This design comes from an exercise in tuning for small area, a short achievable clock period and few clock cycles on the open sky130 flow, not from production work. The RTL of this run was laid out without a check of its function. Power and IR drop assume default switching activity.

### flow/constraint.sdc
create_clock -name core_clock -period 15.0 [get_ports {clk}]
set_input_delay 3.0000 -clock core_clock [delete_from_list [all_inputs] [get_ports {clk}]]
set_output_delay 3.0000 -clock core_clock [all_outputs]
set_load 0.01 [all_outputs]
### flow/design.v
module rc4_core (
    input  wire        clk,
    input  wire        rst,         
    input  wire        cmd_valid,
    output wire        cmd_ready,
    input  wire [15:0] cmd,
    output reg         rsp_valid,
    output reg  [15:0] rsp
);
    localparam [1:0] PH_IDLE    = 2'd0,
                     PH_KEYLOAD = 2'd1,
                     PH_STREAM  = 2'd2,
                     PH_FAULT   = 2'd3;
    localparam [1:0] RC_OK          = 2'd0,
                     RC_INVALID_KEY = 2'd1,
                     RC_PHASE       = 2'd2,
                     RC_ILLEGAL     = 2'd3;
    reg [14:0] slot0, slot1;
    reg        v0, v1, wp, rp, rdy;
    wire       consume;
    assign cmd_ready = rdy;
    wire [6:0] cmd_kind;
    assign cmd_kind[0] = (cmd == 16'h0000);
    assign cmd_kind[1] = (cmd == 16'h1000);
    assign cmd_kind[2] = (cmd[15:8] == 8'h20);
    assign cmd_kind[3] = (cmd == 16'h3000);
    assign cmd_kind[4] = (cmd[15:8] == 8'h40);
    assign cmd_kind[5] = (cmd == 16'h5000);
    assign cmd_kind[6] = (cmd == 16'h6000);
    wire        accept = cmd_valid & rdy & ~rst;
    wire        hv     = rp ? v1 : v0;
    wire [14:0] hc     = rp ? slot1 : slot0;
    wire v0_n = (v0 & ~(consume & ~rp)) | (accept & ~wp);
    wire v1_n = (v1 & ~(consume &  rp)) | (accept &  wp);
    always @(posedge clk) begin
        if (!v0) slot0 <= {cmd[7:0], cmd_kind};
        if (!v1) slot1 <= {cmd[7:0], cmd_kind};
    end
    always @(posedge clk) begin
        if (rst) begin
            v0  <= 1'b0;
            v1  <= 1'b0;
            wp  <= 1'b0;
            rp  <= 1'b0;
            rdy <= 1'b1;
        end else begin
            v0  <= v0_n;
            v1  <= v1_n;
            wp  <= wp ^ accept;
            rp  <= rp ^ consume;
            rdy <= ~(v0_n & v1_n);
        end
    end
    reg [1:0] ph;
    reg [8:0] klen;       
    reg [6:0] ntap1;      
    reg       big;        
    reg [7:0] k0;         
    reg [7:0] kt;         
    reg [7:0] o;          
    reg [7:0] d;          
    reg [7:0] jn;         
    reg         b_valid;
    reg [255:0] qh;       
    reg [7:0]   vi_b;     
    reg [255:0] kh;       
    reg       r1_v, r2_v;
    reg [1:0] r1_rc, r2_rc;
    reg       r1_d, r2_d;
    reg [7:0] r1_lo, r2_lo;
    wire [2047:0] s_all;      
    wire [1023:0] k_all;      
    wire [7:0] s0 = s_all[7:0];
    reg [7:0] vj, ks;
    integer n;
    always @(*) begin
        vj = 8'd0;
        ks = 8'd0;
        for (n = 0; n < 256; n = n + 1) begin
            vj = vj | ({8{qh[n]}} & s_all[8*n +: 8]);
            ks = ks | ({8{kh[n]}} & s_all[8*n +: 8]);
        end
    end
    wire       is_nop   = hc[0];
    wire       is_open  = hc[1];
    wire       is_key   = hc[2];
    wire       is_ksa   = hc[3];
    wire       is_data  = hc[4];
    wire       is_close = hc[5];
    wire       is_stat  = hc[6];
    wire [7:0] imm      = hc[14:7];
    wire ph_idle   = (ph == PH_IDLE);
    wire ph_kl     = (ph == PH_KEYLOAD);
    wire ph_stream = (ph == PH_STREAM);
    wire busy    = ph_stream & ~klen[8];    
    reg  aligned;                           
    wire go      = hv & ~busy;
    wire key_ok  = is_key  & ph_kl;
    wire ksa_ok  = is_ksa  & ph_kl & (klen != 9'd0);
    wire data_ok = is_data & ph_stream;
    wire key_iter  = go & key_ok & ~klen[8] & aligned;
    wire ksa_iter  = ((go & ksa_ok & ~klen[8]) | busy) & aligned;
    wire data_iter = go & data_ok & aligned;
    wire stall     = (key_ok & ~klen[8] & ~aligned) | (data_ok & ~aligned);
    assign consume = go & ~stall;
    wire kiter  = key_iter | ksa_iter;
    wire iter   = kiter | data_iter;
    wire last   = kiter & (klen[7:0] == 8'hff);
    wire init   = go & is_open & ph_idle;
    wire [7:0] kb   = busy ? kt : (ph_kl ? (hc[3] ? k0 : imm) : 8'd0);
    wire [7:0] x    = qh[0] ? vi_b : s0;
    wire [7:0] q_a  = jn + x + kb;
    wire [7:0] jn_a = (jn - 8'd1) + x + kb;
    wire [7:0] o_m1 = o - 8'd1;
    wire [7:0] w_one  = vi_b | {8{init}};     
    wire [7:0] w_zero = vi_b & ~{8{init}};    
    genvar g;
    generate
        for (g = 0; g < 256; g = g + 1) begin : g_s
            reg  [7:0] q;
            wire [7:0] nxt = s_all[8*((g + 1) % 256) +: 8];
            wire       sel = init | qh[(g + 1) % 256];
            wire [7:0] w;
            genvar b;
            for (b = 0; b < 8; b = b + 1) begin : g_b
                assign w[b] = ((g >> b) & 1) ? w_one[b] : w_zero[b];
            end
            if (g == 254) begin : g_i
                always @(posedge clk)
                    q <= b_valid ? vj : (sel ? w : nxt);
            end else begin : g_n
                always @(posedge clk)
                    q <= sel ? w : nxt;
            end
            assign s_all[8*g +: 8] = q;
        end
    endgenerate
    wire       kwr = (key_iter & ~klen[7]) | (ksa_iter & ~big);
    wire [7:0] k127_d = kwr ? kb : k_all[7:0];
    generate
        for (g = 0; g < 128; g = g + 1) begin : g_k
            reg [7:0] q;
            if (g == 127) begin : g_w
                always @(posedge clk)
                    q <= k127_d;
            end else begin : g_n
                always @(posedge clk)
                    q <= k_all[8*(g + 1) +: 8];
            end
            assign k_all[8*g +: 8] = q;
        end
    endgenerate
    reg [7:0] kt_n;
    always @(*) begin
        kt_n = (ntap1 == 7'd0) ? k127_d : 8'd0;
        for (n = 1; n < 128; n = n + 1)
            kt_n = kt_n | ({8{ntap1 == n}} & k_all[8*n +: 8]);
    end
    reg [1:0] rc_a;
    reg [7:0] lo_a;
    always @(*) begin
        rc_a = RC_OK;
        lo_a = 8'h00;
        if (is_nop) begin
        end else if (is_open) begin
            if (!ph_idle) rc_a = RC_PHASE;
        end else if (is_key) begin
            if (!ph_kl) rc_a = RC_PHASE;
        end else if (is_ksa) begin
            if (!ph_kl) rc_a = RC_PHASE;
            else if (klen == 9'd0) rc_a = RC_INVALID_KEY;
        end else if (is_data) begin
            if (!ph_stream) rc_a = RC_PHASE;
            else lo_a = imm;
        end else if (is_close) begin
        end else if (is_stat) begin
            lo_a = {6'd0, ph};
        end else begin
            rc_a = RC_ILLEGAL;
        end
    end
    wire [7:0]   ka = vi_b + vj + o_m1;
    wire [255:0] qh_n = {255'd0, iter} << q_a;
    wire [255:0] kh_n = {255'd0, 1'b1} << ka;
    always @(posedge clk) begin
        if (rst) begin
            ph      <= PH_IDLE;
            klen    <= 9'd0;
            ntap1   <= 7'd1;
            big     <= 1'b0;
            o       <= 8'd0;
            d       <= 8'd0;
            aligned <= 1'b1;
            jn      <= 8'd0;
            b_valid <= 1'b0;
            qh      <= 256'd0;
            r1_v    <= 1'b0;
            r2_v    <= 1'b0;
            rsp_valid <= 1'b0;
        end else begin
            if (consume) begin
                if (is_open && ph_idle)
                    ph <= PH_KEYLOAD;
                else if (is_ksa && ph_kl)
                    ph <= (klen == 9'd0) ? PH_FAULT : PH_STREAM;
                else if (is_close)
                    ph <= PH_IDLE;
            end
            if (init || (consume && is_close))
                klen <= 9'd0;
            else if (kiter)
                klen <= klen + 9'd1;
            if (init) begin
                ntap1 <= 7'd1;
                big   <= 1'b0;
            end else if (key_iter) begin
                ntap1 <= ntap1 - 7'd1;
                if (klen[7]) big <= 1'b1;
            end
            o <= init ? 8'd0 : o_m1;
            if (init) begin
                d       <= 8'd0;
                aligned <= 1'b1;
            end else if (!iter) begin
                d       <= d - 8'd1;
                aligned <= (d == 8'd1);
            end else if (last) begin
                d       <= d + 8'd1;
                aligned <= (d == 8'hff);
            end else
                aligned <= (d == 8'd0);
            if (init)
                jn <= 8'hff;          
            else if (last)
                jn <= o - 8'd2;       
            else if (iter)
                jn <= jn_a;
            else
                jn <= jn - 8'd1;
            b_valid <= iter;
            qh      <= qh_n;
            r1_v      <= consume;
            r2_v      <= r1_v;
            rsp_valid <= r2_v;
        end
    end
    always @(posedge clk) begin
        if (key_iter && klen == 9'd0)
            k0 <= imm;
        kt    <= kt_n;
        vi_b  <= x;
        kh    <= kh_n;
        r1_rc <= rc_a;
        r1_d  <= data_ok;
        r1_lo <= lo_a;
        r2_rc <= r1_rc;
        r2_d  <= r1_d;
        r2_lo <= r1_lo;
        rsp   <= {2'b00, r2_rc, 4'h0, r2_d ? (r2_lo ^ ks) : r2_lo};
    end
endmodule
### flow/config.mk
export PLATFORM = sky130hd
export DESIGN_NAME = rc4_core
export DESIGN_NICKNAME = rc4_core
export VERILOG_FILES = /design/flow/design.v
export SDC_FILE = /design/flow/constraint.sdc
export NUM_CORES = 4
export LEC_CHECK = 0
export CAP_MARGIN = 20
export CORE_MARGIN = 2
export CORE_UTILIZATION = 50
export CTS_CLUSTER_DIAMETER = 100
export CTS_CLUSTER_SIZE = 30
export GPL_ROUTABILITY_DRIVEN = 1
export PLACE_DENSITY = 0.6
export SLEW_MARGIN = 20
### flow/run.sh
#!/bin/bash
# synth_recipe.tcl (not shown) runs the flow's synth.tcl, then flattens the netlist and writes it again
# the make line also repeats each setting of config.mk as NAME=value (left out here)
make -C /OpenROAD-flow-scripts/flow DESIGN_CONFIG=/design/flow/config.mk WORK_HOME=/design/flow/orfs CLKGATE_MAP_FILE= SYNTH_SCRIPT=/design/flow/synth_recipe.tcl finish
==> results.tsv <==
stage	metric	value	unit
synthesis	Synth Area in Simple Gates	12.03	%
grt	gr ovfl total	17740	
synthesis	EDFF count, synth	38	
synthesis	area leader, netlist	dfxtp_1	
synthesis	mux share of post-synthesis cell area	14.60	%
cts	cts repair resizes	0	
synthesis	top cells by count, synth	3685 x dfxtp_1, 2064 x mux2i_1, 1348 x nor2_1, 1336 x nand2_1, 1159 x clkbuf_1	
cts	Max Root-Sink Buffers	4	
place	RD Place Congestion	1.582	
cts	CTS H-tree depth	4	
synthesis	register area share after synthesis	52.80	%
synthesis	Netlist Area Pre-Place	141900	um^2
synthesis	synthesized flop and latch total	3723	
grt	largest net degree at the start of global routing	242	
cts	clock root cell	clkbuf_16	
cts	CTS buffer count	164	
cts	setup bufs post-CTS	0	
floorplan	num rows	195	
place	port bufs	30	
synthesis	top-area cell type share of the netlist area	52.00	%
synthesis	Avg Cell Area, Syn	10.21	um^2
place	Post-DP HPWL	919.5	mm
synthesis	Post-Synth Adder-Cell Area	0.6649	%
grt	global-route wire length before repair	1987	mm
run_status	Fail Step	global routing (5_1_grt)	
cts	Hold Buf Count CTS	0	
synthesis	yosys warns	1	
floorplan	I/O Pins	37	
synthesis	synthesized instance count	13900	
place	placed instance count	17230	
floorplan	DIE WIDTH	536.7	um
floorplan	DIE HEIGHT	536.7	um
synthesis	most frequent cell after synthesis	dfxtp_1	
synthesis	Async S/R FF share, synth	0	%
synthesis	combinational family with the most area after synthesis	compound AO/OA/AOI/OAI gates	
synthesis	post-synthesis cell type count	72	
run_status	outcome	did not finish	
grt	gr usage total	102.4	%
grt	vias in the first global route	167700	
floorplan	initial core utilization	50.26	%
cts	clk sinks	3723	
run_status	Error	[ERROR GRT-0116] Global routing finished with congestion. Check the congestion regions in the DRC Viewer.	
synthesis	Synth Area in Compound Gates	15.43	%
synthesis	Synth Area in XOR/XNOR	0.4868	%
synthesis	largest cells by area after synthesis	dfxtp_1 52%, mux2i_1 15%, a22oi_1 5.5%	
synthesis	main flop type after synthesis	dfxtp_1	
==> power groups by stage <==
| stage | clock network [mW] | logic, mW | registers [mW] |
|---|---|---|---|
| 3_5_place_dp | 0 | 6.21 | 16.2 |
| 3_3_place_gp | 0 | 6.17 | 16.3 |
| 4_1_cts | 5.68 | 6.24 | 16.0 |
| 2_1_floorplan | 0 | 3.56 | 13.3 |
==> layer usage <==
metal | global-route usage [%] | overflow
met5 | 87.81 | 322
met4 | 100.7 | 2658
met3 | 97.58 | 2706
met2 | 111.3 | 8600
met1 | 99.96 | 3457
==> how the worst min path moves through the flow <==
stage / start / end / cells past startpoint / slack [ns]
3_3_place_gp: r1_d / r2_d / 0 / 0.31
4_1_cts: g_k[89].q[0] / g_k[88].q[0] / 0 / 0.34
2_1_floorplan: r1_d / r2_d / 0 / 0.31
3_5_place_dp: r1_lo[0] / r2_lo[0] / 0 / 0.31
==> through the flow <==
stage / total power, mW / cell area (um^2) / worst slack (ns)
3_3_place_gp: 22.48 / 149300 / 7.102
3_5_place_dp: 22.38 / 149500 / 7.367
2_1_floorplan: 16.89 / 141900 / 10.45
4_1_cts: 27.89 / 154600 / 7.280
==> cells by family after synthesis <==
group,Yosys count
xor+xnor,74
flops,3723
mux,2069
other cells,1
fa+ha+maj,61
buf+inv,1464
simple gates,3825
compound gates,2682
